From an optimization exercise on the open Yosys and OpenROAD flow, aimed at a short achievable clock period and few clock cycles; shortcuts taken in it are not production practice.
RTL that was checked went through simulation tests only; none was proved equivalent to the original.
No driver is modelled on the clock port, so clock power and skew are understated where the tree is cut down; a real chip needs a root buffer or a tree.
Power is estimated from default activity; no workload was simulated.

==> inputs of v23 <==
Design line_rasterizer, start of the top module:
module line_rasterizer (
    input  wire       clk,
    input  wire       rst,      
    input  wire       start,
    input  wire [7:0] x0,
    input  wire [7:0] y0,
    input  wire [7:0] x1,
    input  wire [7:0] y1,
    output wire       ready,
    output wire       write,
    output wire [7:0] x,
    output wire [7:0] y,
    output wire       done
);
    reg        a_v;
    reg  [7:0] a_x0, a_y0, a_x1, a_y1;
    reg        rdy_n_q;            
    wire       rdy = !rdy_n_q;
    reg        rdy_o;              
    assign ready = rdy_o;
    reg        b_v;
    reg  [7:0] b_x0, b_y0;
    reg  [4:0] b_dxh0, b_dxh1, b_nxh0, b_nxh1;    
    reg  [4:0] b_dyh0, b_dyh1, b_nyh0, b_nyh1;
    reg  [4:0] b_dxl, b_nxl, b_dyl, b_nyl;
    reg        c_v;
    reg  [7:0] c_x0, c_y0;
    reg  [8:0] c_dx, c_nx, c_dy, c_ny;
    reg        d_v;
    reg  [7:0] d_x0, d_y0;
    reg  [7:0] d_adx, d_ady;
    reg        d_sxn, d_syn;       
    reg        e_v;
    reg  [7:0] e_x0, e_y0;
    reg  [7:0] e_adx, e_ady;
    reg        e_sxn, e_syn;
    reg  [4:0] e_dmnl, e_nmdl, e_kxl, e_kyl;
    reg  [4:0] e_dmnh0, e_dmnh1, e_nmdh0, e_nmdh1;   
    reg  [4:0] e_kxh0, e_kxh1, e_kyh0, e_kyh1;
    reg        e_zero;             
    reg        f_v;
    reg  [7:0] f_x0, f_y0;
    reg  [7:0] f_adx, f_ady;
    reg        f_sxn, f_syn;
    reg  [8:0] f_dmn, f_nmd, f_kx, f_ky;
    reg        f_zero;
    reg        g_v;
    reg  [7:0] g_x0, g_y0;
    reg        g_sxn, g_syn, g_xm;
    reg  [7:0] g_m;                
    reg        g_last;             
    reg  [8:0] g_k;                
    reg  [8:0] g_ka;               
    reg  [7:0] g_kb;               
  ...
export LEC_CHECK = 0
export CAP_MARGIN = 20
export CORE_MARGIN = 2
export CORE_UTILIZATION = 40
export PLACE_DENSITY = 0.6
export SETUP_SLACK_MARGIN = 2.5
export SLEW_MARGIN = 20
create_clock -name core_clock -period 4.0 [get_ports {clk}]
standard.sh (not shown) runs the stock make flow with config.mk's settings and CLKGATE_MAP_FILE= SYNTH_SCRIPT=/design/flow/synth_recipe.tcl, a recipe that flattens the netlist after the stock synthesis.
==> flow/flow/run.sh <==
#!/bin/bash
# Layout: the standard ORFS flow (standard.sh: standard synthesis,
# floorplan, placement, routing), except that the clock tree is built by
# flow/cts_hook.tcl (two levels of clkbuf_16 from the clock port) in place of
# TritonCTS. The make output goes to standard_flow.log; every tool's own log
# is under orfs/logs/.
set -euo pipefail
here=$(pwd)
bash standard.sh PRE_CTS_TCL="$here/flow/cts_hook.tcl" finish > "$here/standard_flow.log" 2>&1
Other scripts of this flow, unchanged in this note and not shown: flow/flow/cts_hook.tcl
==> inputs of v26, as changes to v23 <==
--- a/flow/design.v
+++ b/flow/design.v
@@ -53,33 +53,30 @@
     reg        a_v;
     reg  [7:0] a_x0, a_y0, a_x1, a_y1;
     reg        rdy_n_q;            
     wire       rdy = !rdy_n_q;
     reg        rdy_o;              
     assign ready = rdy_o;
     reg        b_v;
     reg  [7:0] b_x0, b_y0;
-    reg  [4:0] b_dxh0, b_dxh1, b_nxh0, b_nxh1;    
-    reg  [4:0] b_dyh0, b_dyh1, b_nyh0, b_nyh1;
+    reg  [3:0] b_x1h, b_y1h;
     reg  [4:0] b_dxl, b_nxl, b_dyl, b_nyl;
     reg        c_v;
     reg  [7:0] c_x0, c_y0;
     reg  [8:0] c_dx, c_nx, c_dy, c_ny;
     reg        d_v;
     reg  [7:0] d_x0, d_y0;
     reg  [7:0] d_adx, d_ady;
     reg        d_sxn, d_syn;       
     reg        e_v;
     reg  [7:0] e_x0, e_y0;
     reg  [7:0] e_adx, e_ady;
     reg        e_sxn, e_syn;
     reg  [4:0] e_dmnl, e_nmdl, e_kxl, e_kyl;
-    reg  [4:0] e_dmnh0, e_dmnh1, e_nmdh0, e_nmdh1;   
-    reg  [4:0] e_kxh0, e_kxh1, e_kyh0, e_kyh1;
     reg        e_zero;             
     reg        f_v;
     reg  [7:0] f_x0, f_y0;
     reg  [7:0] f_adx, f_ady;
     reg        f_sxn, f_syn;
     reg  [8:0] f_dmn, f_nmd, f_kx, f_ky;
     reg        f_zero;
     reg        g_v;
@@ -92,115 +89,104 @@
     reg  [7:0] g_kb;               
     reg        h_v;
     reg  [7:0] h_x0, h_y0, h_ux, h_uy;
     reg        h_sxn, h_syn, h_xm;
     reg  [7:0] h_m;
     reg        h_z1, h_z2, h_last;
     reg        h_st;
     reg  [4:0] h_pl, h_ql, h_kal, h_kbl;
-    reg  [5:0] h_ph, h_qh, h_kah, h_kbh, h_kah1, h_kbh1;
+    reg  [5:0] h_ph, h_qh, h_kah, h_kbh;
     reg        h_pc, h_qc;
     reg        wr_n_q, dn_n_q;     
     wire       wr = !wr_n_q;
     wire       dn = !dn_n_q;
     reg        wr_o, dn_o;         
     reg  [7:0] xo, yo;             
     reg  [7:0] xq_n, yq_n;         
     wire [7:0] xq = ~xq_n;
     wire [7:0] yq = ~yq_n;
     reg  [7:0] ux, uy;             
     reg        sxn, syn, xm;
     reg  [7:0] r;                  
     reg        z1, z2;             
     reg        st;                 
     reg  [4:0] pl, ql, kal, kbl;
     reg  [5:0] ph, qh, kah, kbh;
-    reg  [5:0] kah1, kbh1;         
     reg        pc, qc;
     assign write = wr_o;
     assign done  = dn_o;
     assign x     = xo;
     assign y     = yo;
     reg  q_free, h_free, g_free, f_free, e_free, d_free, c_free, b_free;
     wire take   = h_v && q_free;                
     wire accept = start && rdy;
     wire run    = wr && !dn;                    
     wire [4:0] dxl, nxl, dyl, nyl;
     wire [3:0] unused_co;
     lr_add #(5) u_dxl (.a({1'b0, a_x1[3:0]}), .b({1'b0, ~a_x0[3:0]}), .ci(1'b1), .s(dxl), .co(unused_co[0]));
     lr_add #(5) u_nxl (.a({1'b0, a_x0[3:0]}), .b({1'b0, ~a_x1[3:0]}), .ci(1'b1), .s(nxl), .co(unused_co[1]));
     lr_add #(5) u_dyl (.a({1'b0, a_y1[3:0]}), .b({1'b0, ~a_y0[3:0]}), .ci(1'b1), .s(dyl), .co(unused_co[2]));
     lr_add #(5) u_nyl (.a({1'b0, a_y0[3:0]}), .b({1'b0, ~a_y1[3:0]}), .ci(1'b1), .s(nyl), .co(unused_co[3]));
-    wire [4:0] dxh0, dxh1, nxh0, nxh1, dyh0, dyh1, nyh0, nyh1;
-    wire [7:0] unused_co2;
-    lr_add #(5) u_dxh0 (.a({1'b0, a_x1[7:4]}), .b({1'b1, ~a_x0[7:4]}), .ci(1'b0), .s(dxh0), .co(unused_co2[0]));
-    lr_add #(5) u_dxh1 (.a({1'b0, a_x1[7:4]}), .b({1'b1, ~a_x0[7:4]}), .ci(1'b1), .s(dxh1), .co(unused_co2[1]));
-    lr_add #(5) u_nxh0 (.a({1'b0, a_x0[7:4]}), .b({1'b1, ~a_x1[7:4]}), .ci(1'b0), .s(nxh0), .co(unused_co2[2]));
-    lr_add #(5) u_nxh1 (.a({1'b0, a_x0[7:4]}), .b({1'b1, ~a_x1[7:4]}), .ci(1'b1), .s(nxh1), .co(unused_co2[3]));
-    lr_add #(5) u_dyh0 (.a({1'b0, a_y1[7:4]}), .b({1'b1, ~a_y0[7:4]}), .ci(1'b0), .s(dyh0), .co(unused_co2[4]));
-    lr_add #(5) u_dyh1 (.a({1'b0, a_y1[7:4]}), .b({1'b1, ~a_y0[7:4]}), .ci(1'b1), .s(dyh1), .co(unused_co2[5]));
-    lr_add #(5) u_nyh0 (.a({1'b0, a_y0[7:4]}), .b({1'b1, ~a_y1[7:4]}), .ci(1'b0), .s(nyh0), .co(unused_co2[6]));
-    lr_add #(5) u_nyh1 (.a({1'b0, a_y0[7:4]}), .b({1'b1, ~a_y1[7:4]}), .ci(1'b1), .s(nyh1), .co(unused_co2[7]));
+    wire [4:0] dxh, nxh, dyh, nyh;
+    wire [3:0] unused_co2;
+    lr_add #(5) u_dxh (.a({1'b0, b_x1h}), .b({1'b1, ~b_x0[7:4]}), .ci(b_dxl[4]), .s(dxh), .co(unused_co2[0]));
+    lr_add #(5) u_nxh (.a({1'b0, b_x0[7:4]}), .b({1'b1, ~b_x1h}), .ci(b_nxl[4]), .s(nxh), .co(unused_co2[1]));
+    lr_add #(5) u_dyh (.a({1'b0, b_y1h}), .b({1'b1, ~b_y0[7:4]}), .ci(b_dyl[4]), .s(dyh), .co(unused_co2[2]));
+    lr_add #(5) u_nyh (.a({1'b0, b_y0[7:4]}), .b({1'b1, ~b_y1h}), .ci(b_nyl[4]), .s(nyh), .co(unused_co2[3]));
     wire [8:0] op_dmn_a = {1'b0, d_adx}, op_dmn_b = ~{1'b0, d_ady};
     wire [8:0] op_nmd_a = {1'b0, d_ady}, op_nmd_b = ~{1'b0, d_adx};
     wire [8:0] op_kx_a  = {1'b0, d_ady}, op_kx_b  = ~{2'b0, d_adx[7:1]};
     wire [8:0] op_ky_a  = {1'b0, d_adx}, op_ky_b  = ~{2'b0, d_ady[7:1]};
     wire [4:0] dmnl, nmdl, kxl, kyl;
     wire [3:0] unused_co3;
     lr_add #(5) u_dmnl (.a({1'b0, op_dmn_a[3:0]}), .b({1'b0, op_dmn_b[3:0]}), .ci(1'b1),        .s(dmnl), .co(unused_co3[0]));
     lr_add #(5) u_nmdl (.a({1'b0, op_nmd_a[3:0]}), .b({1'b0, op_nmd_b[3:0]}), .ci(1'b1),        .s(nmdl), .co(unused_co3[1]));
     lr_add #(5) u_kxl  (.a({1'b0, op_kx_a[3:0]}),  .b({1'b0, op_kx_b[3:0]}),  .ci(!d_adx[0]),  .s(kxl),  .co(unused_co3[2]));
     lr_add #(5) u_kyl  (.a({1'b0, op_ky_a[3:0]}),  .b({1'b0, op_ky_b[3:0]}),  .ci(!d_ady[0]),  .s(kyl),  .co(unused_co3[3]));
-    wire [4:0] dmnh0, dmnh1, nmdh0, nmdh1, kxh0, kxh1, kyh0, kyh1;
-    wire [7:0] unused_co4;
-    lr_add #(5) u_dmnh0 (.a(op_dmn_a[8:4]), .b(op_dmn_b[8:4]), .ci(1'b0), .s(dmnh0), .co(unused_co4[0]));
-    lr_add #(5) u_dmnh1 (.a(op_dmn_a[8:4]), .b(op_dmn_b[8:4]), .ci(1'b1), .s(dmnh1), .co(unused_co4[1]));
-    lr_add #(5) u_nmdh0 (.a(op_nmd_a[8:4]), .b(op_nmd_b[8:4]), .ci(1'b0), .s(nmdh0), .co(unused_co4[2]));
-    lr_add #(5) u_nmdh1 (.a(op_nmd_a[8:4]), .b(op_nmd_b[8:4]), .ci(1'b1), .s(nmdh1), .co(unused_co4[3]));
-    lr_add #(5) u_kxh0  (.a(op_kx_a[8:4]),  .b(op_kx_b[8:4]),  .ci(1'b0), .s(kxh0),  .co(unused_co4[4]));
-    lr_add #(5) u_kxh1  (.a(op_kx_a[8:4]),  .b(op_kx_b[8:4]),  .ci(1'b1), .s(kxh1),  .co(unused_co4[5]));
-    lr_add #(5) u_kyh0  (.a(op_ky_a[8:4]),  .b(op_ky_b[8:4]),  .ci(1'b0), .s(kyh0),  .co(unused_co4[6]));
-    lr_add #(5) u_kyh1  (.a(op_ky_a[8:4]),  .b(op_ky_b[8:4]),  .ci(1'b1), .s(kyh1),  .co(unused_co4[7]));
+    wire [8:0] fe_dmn_a = {1'b0, e_adx}, fe_dmn_b = ~{1'b0, e_ady};
+    wire [8:0] fe_nmd_a = {1'b0, e_ady}, fe_nmd_b = ~{1'b0, e_adx};
+    wire [8:0] fe_kx_a  = {1'b0, e_ady}, fe_kx_b  = ~{2'b0, e_adx[7:1]};
+    wire [8:0] fe_ky_a  = {1'b0, e_adx}, fe_ky_b  = ~{2'b0, e_ady[7:1]};
+    wire [4:0] dmnh, nmdh, kxh, kyh;
+    wire [3:0] unused_co4;
+    lr_add #(5) u_dmnh (.a(fe_dmn_a[8:4]), .b(fe_dmn_b[8:4]), .ci(e_dmnl[4]), .s(dmnh), .co(unused_co4[0]));
+    lr_add #(5) u_nmdh (.a(fe_nmd_a[8:4]), .b(fe_nmd_b[8:4]), .ci(e_nmdl[4]), .s(nmdh), .co(unused_co4[1]));
+    lr_add #(5) u_kxh  (.a(fe_kx_a[8:4]),  .b(fe_kx_b[8:4]),  .ci(e_kxl[4]),  .s(kxh),  .co(unused_co4[2]));
+    lr_add #(5) u_kyh  (.a(fe_ky_a[8:4]),  .b(fe_ky_b[8:4]),  .ci(e_kyl[4]),  .s(kyh),  .co(unused_co4[3]));
     wire [4:0] i_pl, i_ql;
     wire [5:0] i_ph, i_qh, i_kah, i_kbh;
     wire       i_pc, i_qc, unused_co5, unused_co6;
     wire [5:0] g_kh = {g_k[8], g_k[8], g_k[8:5]};
     assign i_kah = {g_ka[8], g_ka[8], g_ka[8:5]};
     assign i_kbh = {3'b000, g_kb[7:5]};
     lr_add #(5) u_ipl (.a(g_k[4:0]), .b(g_ka[4:0]), .ci(1'b0), .s(i_pl), .co(i_pc));
     lr_add #(5) u_iql (.a(g_k[4:0]), .b(g_kb[4:0]), .ci(1'b0), .s(i_ql), .co(i_qc));
     lr_add #(6) u_iph (.a(g_kh), .b(i_kah), .ci(1'b0), .s(i_ph), .co(unused_co5));
     lr_add #(6) u_iqh (.a(g_kh), .b(i_kbh), .ci(1'b0), .s(i_qh), .co(unused_co6));
-    wire [5:0] i_kah1 = i_kah + 6'd1;
-    wire [5:0] i_kbh1 = i_kbh + 6'd1;
     reg  [7:0] i_ux, i_uy;
     integer i;
     always @(*) begin
         for (i = 0; i < 8; i = i + 1) begin
             i_ux[i] = &((g_x0 ^ {8{g_sxn}}) | ~((8'd1 << i) - 8'd1));
             i_uy[i] = &((g_y0 ^ {8{g_syn}}) | ~((8'd1 << i) - 8'd1));
         end
     end
     wire [4:0] pal, qal, pbl, qbl;
     wire [5:0] pah, qah, pbh, qbh;
     wire       pac, qac, pbc, qbc;
     wire [3:0] unused_co7;
     lr_add #(5) u_pal (.a(pl), .b(kal), .ci(1'b0), .s(pal), .co(pac));
     lr_add #(5) u_qal (.a(ql), .b(kal), .ci(1'b0), .s(qal), .co(qac));
     lr_add #(5) u_pbl (.a(pl), .b(kbl), .ci(1'b0), .s(pbl), .co(pbc));
     lr_add #(5) u_qbl (.a(ql), .b(kbl), .ci(1'b0), .s(qbl), .co(qbc));
-    wire [5:0] kpa = pc ? kah1 : kah;
-    wire [5:0] kqa = qc ? kah1 : kah;
-    wire [5:0] kpb = pc ? kbh1 : kbh;
-    wire [5:0] kqb = qc ? kbh1 : kbh;
-    lr_add #(6) u_pah (.a(ph), .b(kpa), .ci(1'b0), .s(pah), .co(unused_co7[0]));
-    lr_add #(6) u_qah (.a(qh), .b(kqa), .ci(1'b0), .s(qah), .co(unused_co7[1]));
-    lr_add #(6) u_pbh (.a(ph), .b(kpb), .ci(1'b0), .s(pbh), .co(unused_co7[2]));
-    lr_add #(6) u_qbh (.a(qh), .b(kqb), .ci(1'b0), .s(qbh), .co(unused_co7[3]));
+    lr_add #(6) u_pah (.a(ph), .b(kah), .ci(pc), .s(pah), .co(unused_co7[0]));
+    lr_add #(6) u_qah (.a(qh), .b(kah), .ci(qc), .s(qah), .co(unused_co7[1]));
+    lr_add #(6) u_pbh (.a(ph), .b(kbh), .ci(pc), .s(pbh), .co(unused_co7[2]));
+    lr_add #(6) u_qbh (.a(qh), .b(kbh), .ci(qc), .s(qbh), .co(unused_co7[3]));
     wire p_ge = !(ph[5] && !(pc && (&ph)));
     wire q_ge = !(qh[5] && !(qc && (&qh)));
     wire mvx = xm || st;
     wire mvy = !xm || st;
     wire [7:0] x_st = xq ^ ux;
     wire [7:0] y_st = yq ^ uy;
     reg  [7:0] ux_st, uy_st, r_nx;
     always @(*) begin
@@ -281,36 +267,30 @@
             a_x0 <= x0;
             a_y0 <= y0;
             a_x1 <= x1;
             a_y1 <= y1;
         end
         if (b_free) begin
             b_x0  <= a_x0;
             b_y0  <= a_y0;
-            b_dxh0 <= dxh0;
-            b_dxh1 <= dxh1;
-            b_nxh0 <= nxh0;
-            b_nxh1 <= nxh1;
-            b_dyh0 <= dyh0;
-            b_dyh1 <= dyh1;
-            b_nyh0 <= nyh0;
-            b_nyh1 <= nyh1;
+            b_x1h <= a_x1[7:4];
+            b_y1h <= a_y1[7:4];
             b_dxl <= dxl;
             b_nxl <= nxl;
             b_dyl <= dyl;
             b_nyl <= nyl;
         end
         if (c_free) begin
             c_x0 <= b_x0;
             c_y0 <= b_y0;
-            c_dx <= {(b_dxl[4] ? b_dxh1 : b_dxh0), b_dxl[3:0]};
-            c_nx <= {(b_nxl[4] ? b_nxh1 : b_nxh0), b_nxl[3:0]};
-            c_dy <= {(b_dyl[4] ? b_dyh1 : b_dyh0), b_dyl[3:0]};
-            c_ny <= {(b_nyl[4] ? b_nyh1 : b_nyh0), b_nyl[3:0]};
+            c_dx <= {dxh, b_dxl[3:0]};
+            c_nx <= {nxh, b_nxl[3:0]};
+            c_dy <= {dyh, b_dyl[3:0]};
+            c_ny <= {nyh, b_nyl[3:0]};
         end
         if (d_free) begin
             d_x0  <= c_x0;
             d_y0  <= c_y0;
             d_adx <= c_dx[8] ? c_nx[7:0] : c_dx[7:0];
             d_ady <= c_dy[8] ? c_ny[7:0] : c_dy[7:0];
             d_sxn <= c_dx[8];
             d_syn <= c_dy[8];
@@ -321,37 +301,29 @@
             e_adx  <= d_adx;
             e_ady  <= d_ady;
             e_sxn  <= d_sxn;
             e_syn  <= d_syn;
             e_dmnl <= dmnl;
             e_nmdl <= nmdl;
             e_kxl  <= kxl;
             e_kyl  <= kyl;
-            e_dmnh0 <= dmnh0;
-            e_dmnh1 <= dmnh1;
-            e_nmdh0 <= nmdh0;
-            e_nmdh1 <= nmdh1;
-            e_kxh0  <= kxh0;
-            e_kxh1  <= kxh1;
-            e_kyh0  <= kyh0;
-            e_kyh1  <= kyh1;
             e_zero <= (d_adx == 8'd0) && (d_ady == 8'd0);
         end
         if (f_free) begin
             f_x0   <= e_x0;
             f_y0   <= e_y0;
             f_adx  <= e_adx;
             f_ady  <= e_ady;
             f_sxn  <= e_sxn;
             f_syn  <= e_syn;
-            f_dmn  <= {(e_dmnl[4] ? e_dmnh1 : e_dmnh0), e_dmnl[3:0]};
-            f_nmd  <= {(e_nmdl[4] ? e_nmdh1 : e_nmdh0), e_nmdl[3:0]};
-            f_kx   <= {(e_kxl[4] ? e_kxh1 : e_kxh0), e_kxl[3:0]};
-            f_ky   <= {(e_kyl[4] ? e_kyh1 : e_kyh0), e_kyl[3:0]};
+            f_dmn  <= {dmnh, e_dmnl[3:0]};
+            f_nmd  <= {nmdh, e_nmdl[3:0]};
+            f_kx   <= {kxh, e_kxl[3:0]};
+            f_ky   <= {kyh, e_kyl[3:0]};
             f_zero <= e_zero;
         end
         if (g_free) begin
             g_x0   <= f_x0;
             g_y0   <= f_y0;
             g_sxn  <= f_sxn;
             g_syn  <= f_syn;
             g_xm   <= !f_dmn[8];
@@ -379,18 +351,16 @@
             h_ph   <= i_ph;
             h_ql   <= i_ql;
             h_qc   <= i_qc;
             h_qh   <= i_qh;
             h_kal  <= g_ka[4:0];
             h_kah  <= i_kah;
             h_kbl  <= g_kb[4:0];
             h_kbh  <= i_kbh;
-            h_kah1 <= i_kah1;
-            h_kbh1 <= i_kbh1;
         end
         xo <= take ? h_x0 : ((run && mvx) ? x_st : xq);
         yo <= take ? h_y0 : ((run && mvy) ? y_st : yq);
         xq_n <= ~(take ? h_x0 : ((run && mvx) ? x_st : xq));
         yq_n <= ~(take ? h_y0 : ((run && mvy) ? y_st : yq));
         ux <= take ? h_ux : ((run && mvx) ? ux_st : ux);
         uy <= take ? h_uy : ((run && mvy) ? uy_st : uy);
         r  <= take ? h_m  : r_nx;
@@ -406,13 +376,11 @@
         if (take) begin
             sxn <= h_sxn;
             syn <= h_syn;
             xm  <= h_xm;
             kal <= h_kal;
             kah <= h_kah;
             kbl <= h_kbl;
             kbh <= h_kbh;
-            kah1 <= h_kah1;
-            kbh1 <= h_kbh1;
         end
     end
 endmodule
==> notes <==
v23 went through all stages and came out clean. v26 completed with no timing, DRC or antenna violations.
In critical path depth, v23 and v26 do not differ.
Register-to-register slack: v26 is better than v23 (180 ps).
Via count: v23 is higher than v26 (about 15%).
In v26 the worst setup slack is higher than in v23, by 180 ps.
Against v23, the clock power of v26 is lower by 12%.
Utilization: v23 is higher than v26 (0.39 points).
Sequential cell count: v23 is higher than v26 (80).
In v26 the total power is smaller than in v23, by 19%.
Maximum frequency: v26 is larger than v23 (about 10%).
In v26 the combinational power is smaller than in v23, by 25%.
==> figures <==
	v23	v26
Compound-gate portion of the synthesized area	0.0628	0.0684
Die width	262 um	247 um
Wire length of the first global-routing pass	79.7 mm	67.1 mm
Multi-input gates	1,030	876
Fill cell total of the finished layout	5,353	4,817
Number of nets in the synthesized netlist	2,096	1,861
Worst EP required	4230 ps	4260 ps
Pre-CTS setup slack	1460 ps	1610 ps
Via count normalized by instance count	4.82	4.80
P_seq	0.0104 W	0.00870 W
Iteration-0 DRC count of the detailed router	825	666
Worst supply voltage drop on vdd	0.289 mV	0.455 mV
Result of the run	finished clean	finished clean
Wirelength per Cell	17.2 um	16.1 um
Highest clock rate	0.509 GHz	0.560 GHz
Count of cells resized by post-cts repair	396	339
Switching component of the power	0.00647 W	0.00509 W
Transition at the pin with the smallest max-transition slack	724 ps	703 ps
Sequential element share of the synthesized area	0.667	0.655
Clock period minus final worst setup slack	1970 ps	1780 ps
Mean instance size in the synthesized netlist	14.3 um^2	14.4 um^2
P_comb	0.00779 W	0.00583 W
Testbench counts of v26, summed over its fixed seeds: cycles 65,679.
No functional check of the RTL was part of v23. In every run of this note, the design's own scripts or RTL, not TritonCTS, make the clock network.

-- afterwards: timing with drivers on the ports --
How much do the figures lean on ideal ports? The routed layouts below were timed once more, with nothing changed but the port constraints.
Step 1 assumes that a clkbuf_16 drives the clock port and a buf_2 every other input.
Step 2 times the ports against the registers' clock, not the clock port: input delays grow and output delays shrink by t, the midpoint of the rising clock arrivals with the driver on.
Slacks: no drivers / after step 1 / after step 2; pairs: no drivers / after step 1.
run | t, ns | slack for setup (ns) | worst hold slack (ns) | worst setup path at the end | worst data-port slew with drivers (ns)
v23 | 0.471 | 2.034 / 2.034 / 2.018 | 0.408 / 0.408 / 0.408 | input to register | 0.05
v26 | 0.471 | 2.216 / 2.216 / 2.208 | 0.409 / 0.409 / 0.409 | input to register | 0.03
After both steps every run listed still meets setup and hold. The setup slack of v23, which loses most, moves by 0.000 ns with the drivers and by -0.016 ns with both steps.
